What follows belongs to an exercise in optimizing a design on an open flow for small area, a short achievable clock period and few clock cycles; a production flow would make more cautious choices. Function was checked by simulation only, so behaviour that the tests miss may differ from the original. Power and IR drop assume default switching activity.

===== flow/config.mk =====
export PLATFORM = sky130hd
export DESIGN_NAME = picoweb_engine
export DESIGN_NICKNAME = picoweb_engine
export VERILOG_FILES = /design/flow/design.v
export SDC_FILE = /design/flow/constraint.sdc
export NUM_CORES = 4
export LEC_CHECK = 0
export CAP_MARGIN = 20
export CORE_MARGIN = 2
export CORE_UTILIZATION = 40
export SLEW_MARGIN = 20

===== flow/constraint.sdc =====
create_clock -name core_clock -period 10.0 [get_ports {clk}]
set_input_delay 2.0000 -clock core_clock [delete_from_list [all_inputs] [get_ports {clk}]]
set_output_delay 2.0000 -clock core_clock [all_outputs]
set_load 0.01 [all_outputs]

===== flow/design.v =====
module picoweb_engine (
    input  wire        clk,
    input  wire        rst,
    input  wire        cmd_valid,
    output wire        cmd_ready,
    input  wire [1:0]  cmd_op,       
    input  wire [7:0]  cmd_type,     
    input  wire [7:0]  cmd_ctx,      
    input  wire [15:0] cmd_len,      
    input  wire [15:0] cmd_addr,     
    input  wire [5:0]  rx_len,       
    output wire [4:0]  rx_addr,
    input  wire [7:0]  rx_data,
    output wire [15:0] pay_addr,
    input  wire [7:0]  pay_data,
    output wire        tx_valid,
    output wire [7:0]  tx_data,
    output wire        ev_valid,
    output wire [1:0]  ev_kind,      
    output wire [7:0]  ev_type,
    output wire [7:0]  ev_ctx,
    output wire [7:0]  ev_data,
    output wire        rsp_valid,
    output wire [2:0]  rsp_status
);
    localparam PSIZE    = 32;
    localparam BODY_MAX = 24;
    localparam MARKER   = 8'hA5;
    localparam T_NOOP = 8'd0, T_PING = 8'd2, T_PONG = 8'd4, T_ACK = 8'd6,
               T_REJECT = 8'd8, T_START = 8'd10, T_END = 8'd12;
    localparam OP_TICK = 2'd0, OP_SUBMIT = 2'd1, OP_REGISTER = 2'd2, OP_PING = 2'd3;
    localparam ST_OK = 3'd0, ST_REFUSED_TYPE = 3'd2, ST_REFUSED_FULL = 3'd4;
    localparam E_IDLE = 2'd0, E_AWAIT = 2'd1, E_SENDING = 2'd2, E_RECV = 2'd3;
    localparam S_READY   = 4'd0,
               S_SCAN    = 4'd1,
               S_DECIDE  = 4'd2,
               S_DELIVER = 4'd3,
               S_FILL    = 4'd4,
               S_CKS     = 4'd5,
               S_TX      = 4'd6,
               S_POST    = 4'd7,
               S_FLUSH   = 4'd8,
               S_PONG    = 4'd9,
               S_RESP    = 4'd10,
               S_MARK    = 4'd11;
    reg [3:0]  seq_st;
    reg [1:0]  estate;
    reg [2:0]  status;
    reg [7:0]  q_type [0:3];
    reg [7:0]  q_ctx  [0:3];
    reg [15:0] q_len  [0:3];
    reg [15:0] q_addr [0:3];
    reg [1:0]  q_head;
    reg [2:0]  q_count;
    reg [15:0] h_cursor;
    reg [7:0]  h_seq;
    reg [7:0]  pp_ctx   [0:3];
    reg [3:0]  pp_valid;
    reg [8*PSIZE-1:0] txbuf;
    reg [8*PSIZE-1:0] last;
    reg        last_valid;
    reg [5:0]  rxl;
    reg [5:0]  idx;
    reg [7:0]  f_type, f_seq, f_ctx, f_len, f_cks, f_acc;
    reg        do_fill;
    reg        in_tick;
    reg        pop_pending;
    reg [4:0]  fill_n;
    integer i;
    reg pp_flushing;
    always @(posedge clk) begin
        if (rst)
            pp_flushing <= 1'b0;
        else if (seq_st == S_FLUSH)
            pp_flushing <= 1'b1;
        else if (seq_st == S_RESP)
            pp_flushing <= 1'b0;
    end
    wire [15:0] h_len   = q_len[q_head];
    wire [15:0] h_rem   = h_len - h_cursor;
    wire [4:0]  h_k     = (h_rem > BODY_MAX) ? BODY_MAX[4:0] : h_rem[4:0];
    wire        synthetic = (rxl < 6'd8) || (f_len < 8'd8) || (f_len > {2'b00, rxl});
    wire        cks_ok    = (f_acc == f_cks);
    wire [6:0]  f_kind    = f_type[7:1];
    reg  [7:0]  xor_all;
    always @(*) begin
        xor_all = 8'h00;
        for (i = 0; i < PSIZE; i = i + 1)
            xor_all = xor_all ^ txbuf[8*i +: 8];
    end
    reg  [1:0]  pp_first;
    always @(*) begin
        pp_first = 2'd0;
        for (i = 3; i >= 0; i = i - 1)
            if (pp_valid[i]) pp_first = i[1:0];
    end
    reg  [1:0]  pp_slot;
    reg         pp_hit, pp_free;
    always @(*) begin
        pp_slot = 2'd0;
        pp_hit  = 1'b0;
        pp_free = 1'b0;
        for (i = 3; i >= 0; i = i - 1)
            if (!pp_valid[i]) begin
                pp_slot = i[1:0];
                pp_free = 1'b1;
            end
        for (i = 3; i >= 0; i = i - 1)
            if (pp_valid[i] && pp_ctx[i] == f_ctx) begin
                pp_slot = i[1:0];
                pp_hit  = 1'b1;
            end
    end
    assign cmd_ready  = (seq_st == S_READY);
    assign rx_addr    = idx[4:0];
    assign pay_addr   = (seq_st == S_FILL) ? q_addr[q_head] + h_cursor + {11'd0, idx[4:0]} : 16'd0;
    assign tx_valid   = (seq_st == S_TX);
    assign tx_data    = txbuf[8*idx[4:0] +: 8];
    assign ev_valid   = (seq_st == S_DELIVER) || (seq_st == S_FLUSH) || (seq_st == S_MARK);
    assign ev_kind    = (seq_st == S_DELIVER) ? 2'd0 : (seq_st == S_MARK) ? 2'd1 : 2'd2;
    assign ev_type    = (seq_st == S_FLUSH) ? 8'd0 : f_type;
    assign ev_ctx     = (seq_st == S_FLUSH) ? 8'd0 : f_ctx;
    assign ev_data    = (seq_st == S_DELIVER) ? rx_data : (seq_st == S_MARK) ? MARKER : 8'd0;
    assign rsp_valid  = (seq_st == S_RESP);
    assign rsp_status = status;
    task build_header(input [7:0] t, input [7:0] s, input [7:0] c, input [7:0] n);
        begin
            txbuf <= {{(8*PSIZE-32){1'b0}}, n, c, s, t};
        end
    endtask
    always @(posedge clk) begin
        if (rst) begin
            seq_st      <= S_READY;
            estate      <= E_IDLE;
            status      <= ST_OK;
            q_head      <= 2'd0;
            q_count     <= 3'd0;
            h_cursor    <= 16'd0;
            h_seq       <= 8'd0;
            pp_valid    <= 4'd0;
            last_valid  <= 1'b0;
            idx         <= 6'd0;
            do_fill     <= 1'b0;
            in_tick     <= 1'b0;
            pop_pending <= 1'b0;
        end else begin
            case (seq_st)
            S_READY: begin
                idx     <= 6'd0;
                status  <= ST_OK;
                in_tick <= 1'b0;
                if (cmd_valid) begin
                    case (cmd_op)
                    OP_TICK: begin
                        rxl     <= (rx_len > PSIZE) ? PSIZE[5:0] : rx_len;
                        f_type  <= 8'd0;
                        f_seq   <= 8'd0;
                        f_ctx   <= 8'd0;
                        f_len   <= 8'd0;
                        f_cks   <= 8'd0;
                        f_acc   <= 8'd0;
                        in_tick <= 1'b1;
                        seq_st  <= S_SCAN;
                    end
                    OP_SUBMIT: begin
                        if (cmd_type[7:1] < 7'd7)
                            status <= ST_REFUSED_TYPE;
                        else if (q_count == 3'd4)
                            status <= ST_REFUSED_FULL;
                        else begin
                            q_type[q_head + q_count[1:0]] <= {cmd_type[7:1], 1'b0};
                            q_ctx [q_head + q_count[1:0]] <= cmd_ctx;
                            q_len [q_head + q_count[1:0]] <= cmd_len;
                            q_addr[q_head + q_count[1:0]] <= cmd_addr;
                            q_count <= q_count + 3'd1;
                        end
                        seq_st <= S_RESP;
                    end
                    OP_REGISTER: begin
                        seq_st <= S_RESP;
                    end
                    OP_PING: begin
                        build_header(T_PING | 8'd1, 8'd0, 8'd0, 8'd8);
                        do_fill <= 1'b0;
                        seq_st  <= S_CKS;
                    end
                    endcase
                end
            end
            S_SCAN: begin
                if (idx >= rxl) begin
                    seq_st <= S_DECIDE;
                end else begin
                    case (idx)
                    6'd0: f_type <= rx_data;
                    6'd1: f_seq  <= rx_data;
                    6'd2: f_ctx  <= rx_data;
                    6'd3: f_len  <= rx_data;
                    6'd4: f_cks  <= rx_data;
                    default: ;
                    endcase
                    if (idx != 6'd4 && (idx < 6'd4 || {2'b00, idx} < f_len))
                        f_acc <= f_acc ^ rx_data;
                    idx <= idx + 6'd1;
                end
            end
            S_DECIDE: begin
                idx <= 6'd0;
                do_fill    <= 1'b0;
                if (synthetic || (f_type[0] == 1'b0 && cks_ok && f_kind == 7'd0)) begin
                    if (q_count == 3'd0) begin
                        build_header(T_NOOP | 8'd1, 8'd0, 8'd0, 8'd8);
                        seq_st <= S_CKS;
                    end else if (estate == E_IDLE) begin
                        build_header(T_START | 8'd1, h_seq, q_ctx[q_head], 8'd11);
                        txbuf[8*8 +: 8]  <= q_type[q_head] | 8'd1;
                        txbuf[8*9 +: 8]  <= h_rem[15:8];
                        txbuf[8*10 +: 8] <= h_rem[7:0];
                        estate <= E_AWAIT;
                        seq_st <= S_CKS;
                    end else begin
                        seq_st <= S_POST;
                    end
                end else if (f_type[0] == 1'b1) begin
                    seq_st <= S_POST;
                end else if (!cks_ok) begin
                    build_header(T_REJECT | 8'd1, f_seq, f_ctx, 8'd9);
                    txbuf[8*8 +: 8] <= f_type;
                    seq_st <= S_CKS;
                end else begin
                    case (f_kind)
                    7'd1: begin  
                        if (pp_hit || pp_free) begin
                            pp_valid[pp_slot] <= 1'b1;
                            pp_ctx[pp_slot]   <= f_ctx;
                        end
                        seq_st <= S_POST;
                    end
                    7'd2: begin  
                        seq_st <= S_MARK;
                    end
                    7'd3: begin  
                        case (estate)
                        E_IDLE: begin
                            build_header(T_NOOP | 8'd1, 8'd0, 8'd0, 8'd8);
                            seq_st <= S_CKS;
                        end
                        E_AWAIT: begin
                            estate <= E_SENDING;
                            seq_st <= S_POST;
                        end
                        E_SENDING: begin
                            if (h_rem != 16'd0) begin
                                build_header(q_type[q_head] | 8'd1, h_seq, q_ctx[q_head],
                                             8'd8 + {3'd0, h_k});
                                fill_n  <= h_k;
                                do_fill <= 1'b1;
                                seq_st  <= S_FILL;
                            end else begin
                                build_header(T_END | 8'd1, h_seq, q_ctx[q_head], 8'd8);
                                pop_pending <= 1'b1;
                                estate <= E_IDLE;
                                seq_st <= S_CKS;
                            end
                        end
                        default: seq_st <= S_POST;
                        endcase
                    end
                    7'd4: begin  
                        if (last_valid) begin
                            txbuf <= last;
                            seq_st <= S_TX;
                        end else begin
                            seq_st <= S_POST;
                        end
                    end
                    7'd5: begin  
                        build_header(T_ACK | 8'd1, f_seq, f_ctx, 8'd8);
                        estate <= E_RECV;
                        seq_st <= S_CKS;
                    end
                    7'd6: begin  
                        build_header(T_ACK | 8'd1, f_seq, f_ctx, 8'd8);
                        estate <= E_IDLE;
                        seq_st <= S_CKS;
                    end
                    default: begin  
                        if (estate == E_RECV && f_len >= 8'd9) begin
                            build_header(T_ACK | 8'd1, f_seq, f_ctx, 8'd8);
                            idx    <= 6'd8;
                            seq_st <= S_DELIVER;
                        end else begin
                            seq_st <= S_POST;
                        end
                    end
                    endcase
                end
            end
            S_DELIVER: begin
                if ({2'b00, idx} == f_len - 8'd1) begin
                    idx    <= 6'd0;
                    seq_st <= S_CKS;
                end else begin
                    idx <= idx + 6'd1;
                end
            end
            S_MARK: begin
                seq_st <= S_POST;
            end
            S_FILL: begin
                if (idx[4:0] == fill_n) begin
                    idx    <= 6'd0;
                    seq_st <= S_CKS;
                end else begin
                    txbuf[8*(8 + idx[4:0]) +: 8] <= pay_data;
                    idx <= idx + 6'd1;
                end
            end
            S_CKS: begin
                txbuf[8*4 +: 8] <= xor_all;
                idx      <= 6'd0;
                if (do_fill) begin
                    h_cursor <= h_cursor + {11'd0, fill_n};
                    h_seq    <= h_seq + 8'd1;
                    do_fill  <= 1'b0;
                end
                seq_st <= S_TX;
            end
            S_TX: begin
                if (idx == 6'd0) begin
                    last <= txbuf;
                    last_valid <= 1'b1;
                end
                if (idx == PSIZE - 1) begin
                    idx <= 6'd0;
                    if (pop_pending) begin
                        pop_pending <= 1'b0;
                        q_head   <= q_head + 2'd1;
                        q_count  <= q_count - 3'd1;
                        h_cursor <= 16'd0;
                        h_seq    <= 8'd0;
                    end
                    if (!in_tick)
                        seq_st <= S_RESP;
                    else if (pp_flushing)
                        seq_st <= S_PONG;
                    else
                        seq_st <= S_POST;
                end else begin
                    idx <= idx + 6'd1;
                end
            end
            S_POST: begin
                if (estate == E_IDLE)
                    seq_st <= S_FLUSH;
                else
                    seq_st <= S_RESP;
            end
            S_FLUSH: begin
                seq_st <= S_PONG;
            end
            S_PONG: begin
                if (pp_valid != 4'd0) begin
                    build_header(T_PONG | 8'd1, 8'd0, pp_ctx[pp_first], 8'd8);
                    pp_valid[pp_first] <= 1'b0;
                    seq_st <= S_CKS;
                end else begin
                    seq_st <= S_RESP;
                end
            end
            S_RESP: begin
                in_tick <= 1'b0;
                seq_st  <= S_READY;
            end
            default: seq_st <= S_READY;
            endcase
        end
    end
endmodule

===== flow/run.sh =====
#!/bin/bash
# synth_recipe.tcl (not shown) runs the flow's synth.tcl, then flattens the netlist and writes it again
# the make line also repeats each setting of config.mk as NAME=value (left out here)
make -C /OpenROAD-flow-scripts/flow DESIGN_CONFIG=/design/flow/config.mk WORK_HOME=/design/flow/orfs CLKGATE_MAP_FILE= SYNTH_SCRIPT=/design/flow/synth_recipe.tcl finish

==> results.yml <==
timing:
  timing.final.crit_share: 0.768
  grt_setup_unrepaired: "no"
  fin_crit_ns: 7.68
  max_clock_freq_ghz: 0.130
  whs_ns: 0.462
  slew_viol_final: 0
  setup_viol: 0
  relSlewSlack: 0.266
  final_hold_viol_count: 0
  skew_ns: 0.0375
  worstMarginPinSlew_ns: 1.10
  fin_setup_tns_ns: 0
worst_hold_path:
  hold_class: "register to register"
logic_synthesis:
  ys_seq_area_frac: 0.584
  synthTopCellsByCount: "edfxtp_1 (791), nand2_1 (339), xnor2_1 (273)"
  synth_cells: 3323
  yosysTopAreaCellShare: 0.558
  synth_most_common_cell: "edfxtp_1"
  synth_area_leaders: "edfxtp_1 (56%), mux4_2 (6.7%), xnor2_1 (5.6%)"
  ys_types: 77
  synth_seq_cells: 845
  syn_area_um2: 42600
  synth-edff-count: 791
  synthFlopType: "edfxtp_1"
  ys_warn_count: 1
  async_flop_share: 0
  avgSynthCellArea_um2: 12.8
  syn_nets: 3490
  yosysTopAreaCell: "edfxtp_1"
placed_design:
  post_dp_cell_area_um2: 45300
  port_buffers: 134
  place.gp.congestion: 0.886
  hpwl_mm: 80.3
die:
  initial_core_util: 0.404
  rows: 119
  die-height_um: 330
  pin_count: 137
  fp.dieW_um: 330
  dieArea_um2: 109000
  core_um2: 105000
status:
  status: "no timing/DRC/antenna violations"
worst_setup_path:
  startpoint_type: "register"
  max_stage_delay_ns: 0.65
  worst_setup_path_end_kind: "primary output"
  slowest_stage: "dfxtp_4"
  arrival_ns: 5.68
  required_ns: 8.00
  worstSetupEndpoint: "pay_addr[15]"
  path_class: "register to primary output"
  r2r_end: "fill_n[4]"
  reg2reg_depth: 12
  crit_family: "compound AO/OA/AOI/OAI gates"
  path_max_fanout: 26
  path_buf_inv: 2
  r2r_slack_ns: 4.34
  cp.depth: 14
  crit_chain: "buf_4 -> mux4_2 -> fa_1 -> fa_1 -> a21o_1 -> a21oi_1 -> o21ba_2 -> o21ai_0 -> a41oi_1 -> a21oi_1 -> a31oi_1 -> xnor2_1 -> nor2_1 -> clkdlybuf4s50_1"
cells_and_area:
  nFillCells: 9556
  nNetsFinal: 3539
  diodes: 0
  drive_above_1_share: 0.107
  design_area_um2: 48400
  area_delta_synth_final_pct: 13.9
cts:
  cts_max_level: 3
  clk_latency_ns: 0.69
  clock_sinks: 845
  cts_buffers: 94
  cts_buffer_depth: 3
  ctsResizeCount: 0
  hold_buffers: 0
  cts_tree: "yes"
  clk_pin_slew_ns: 0.06
  cts_root_buf: "clkbuf_16"
  cts_setup_buffers: 0
pwr:
  p_switching_mw: 4.65
  p_sw_frac: 0.348
  pwr-share-comb: 0.328
  power_mw: 13.3
  leakage_nw: 15.3
  p_clk_frac: 0.266
  ir_worst_vdd_mv: 0.225
  cellPowerDensity_nw_per_um2: 275
  p_seq_frac: 0.406
  p_int_mw: 8.70
global_route:
  grt_max_degree: 178
  antenna_found_initial: 2
  grt_pass1_wl_mm: 193
  grt_pass1_vias: 29000
  grt_overflow: 0
  track_usage: 0.235
detailed_routing:
  routed_wl_mm: 130
  ant_nets: 0
  drt_pass1_iterations: 6
  vias_per_cell: 6.15
  drt_iter0_drc: 3388
  vias: 29700
  post_drt_wl_per_cell_um: 26.8
  drc_errors: 0
flow_run:
  drv_cap: 0
metrics by stage:
stage,util,setup slack [ns],std cells
2_1_floorplan,-,1.07,3323
3_3_place_gp,0.430,2.92,4667
3_5_place_dp,0.430,2.92,4667
4_1_cts,0.459,2.15,4838
5_1_grt,0.460,1.89,4838
6_report,0.460,2.32,4838
cell usage in the layout, fill, tap and decap left out, types with 12 or more instances in the layout:
cell | synthesis | final
a211oi_1 | 12 | 12
a21o_1 | 21 | 21
a21oi_1 | 93 | 92
a221oi_1 | 17 | 17
a22oi_1 | 35 | 35
a32oi_1 | 247 | 247
and2_1 | 8 | 15
and3_1 | 28 | 27
buf_4 | 7 | 50
clkbuf_1 | 174 | 16
clkbuf_16 | 0 | 97
clkdlybuf4s50_1 | 0 | 134
clkinv_1 | 2 | 21
clkinv_2 | 0 | 14
dfxtp_1 | 54 | 49
edfxtp_1 | 791 | 791
ha_1 | 83 | 83
inv_1 | 61 | 61
mux4_2 | 127 | 127
nand2_1 | 339 | 338
nand2b_1 | 21 | 21
nand3_1 | 45 | 45
nand4_1 | 16 | 16
nor2_1 | 164 | 154
nor2b_1 | 35 | 35
nor3_1 | 49 | 40
nor4_1 | 17 | 17
o211ai_1 | 16 | 16
o21a_1 | 14 | 14
o21ai_0 | 245 | 245
o221ai_1 | 13 | 13
o22ai_1 | 21 | 21
o31ai_1 | 14 | 14
or3_1 | 12 | 12
xnor2_1 | 273 | 273
xor2_1 | 90 | 90
kinds of logic (layout without fill, tap and decap cells):
kind of cell | count (synthesis) | count (layout) | share of synthesized area
DFF | 845 | 845 | 0.584
AOI/OAI and AO/OA | 816 | 816 | 0.134
and+or+nand+nor | 778 | 778 | 0.0832
xor gates and xnor gates | 363 | 363 | 0.0747
buffers and inverters | 297 | 421 | 0.0275
muxes | 131 | 131 | 0.0682
adders and majority gates | 92 | 92 | 0.0286
other | 1 | 1 | 0.0000881
power groups by stage:
| stage | clock (mW) | combinational (mW) | sequential, mW |
|---|---|---|---|
| after floorplan | 0 | 3.18 | 5.21 |
| after global placement | 0 | 4.26 | 5.44 |
| after detailed placement | 0 | 4.29 | 5.46 |
| after CTS | 3.61 | 4.32 | 5.39 |
| after global routing | 3.74 | 4.68 | 5.47 |
| final | 3.55 | 4.37 | 5.42 |
how the worst min path moves through the flow:
stage / from / end / cells after the start
3_3_place_gp: status[1] / status[1] / 2
3_5_place_dp: status[1] / status[1] / 2
5_1_grt: status[1] / status[1] / 2
2_1_floorplan: do_fill / do_fill / 2
6_report: status[1] / status[1] / 2
4_1_cts: status[1] / status[1] / 2
tightest hold or removal path, stage by stage, from the launching register on:
cell     delay [ns]
dfxtp_1        0.31
nand2_1        0.05
a21oi_1        0.06
metal layers:
layer / share of wire / track usage
met5: 0.000092 / 0
met4: 0.029 / 0.0692
met3: 0.095 / 0.0515
met2: 0.46 / 0.365
met1: 0.42 / 0.332
registers in the layout, summed over array words and instances (netlist names), 2 cells and up, named ones only:
name / cells
f_ctx: 8
idx: 6
pp_ctx: 32
q_type: 28
q_ctx: 32
txbuf: 256
f_len: 8
last: 256
status: 2
fill_n: 5
q_head: 2
q_addr: 64
f_acc: 8
h_cursor: 16
f_seq: 8
f_cks: 8
seq_st: 4
q_count: 3
estate: 2
rxl: 6
f_type: 8
pp_valid: 4
h_seq: 8
q_len: 64
cell type report:
class / count / area [um^2] / share of cell area
clock buffers: 118 / 2560 / 0.0528
clock inverters: 53 / 586 / 0.0121
inverters: 63 / 236 / 0.00488
multi-input cells: 2181 / 16700 / 0.345
flip-flops and latches: 845 / 24800 / 0.513
well taps: 1391 / 1740 / 0.0359
repair buffers: 187 / 1780 / 0.0367
Testbench counts, summed over its fixed seeds: cycles 177,383.

-- separate check: timing with driven ports --
The results above use ideal ports. As a check the final layout listed here was re-extracted and re-timed, cells and wires unchanged. Step 1 assumes that a clkbuf_16 drives the clock port and a buf_2 every other input. Step 2, shift: input delay + t, output delay - t, t = (earliest + latest rising clock arrival at the registers) / 2. This alone moves slack from input paths to output paths. a / b / c = ideal ports / drivers / drivers and shift; a / b = the first two.
shift t [ns]: 0.742
slack for setup (ns): 2.322 / 2.252 / 2.994
worst setup path at the end: register to output
cell pins on the clock port's net: 1
After both steps this run still meets setup and hold. The setup slack of this run moves by -0.070 ns with the drivers and by +0.672 ns with both steps.
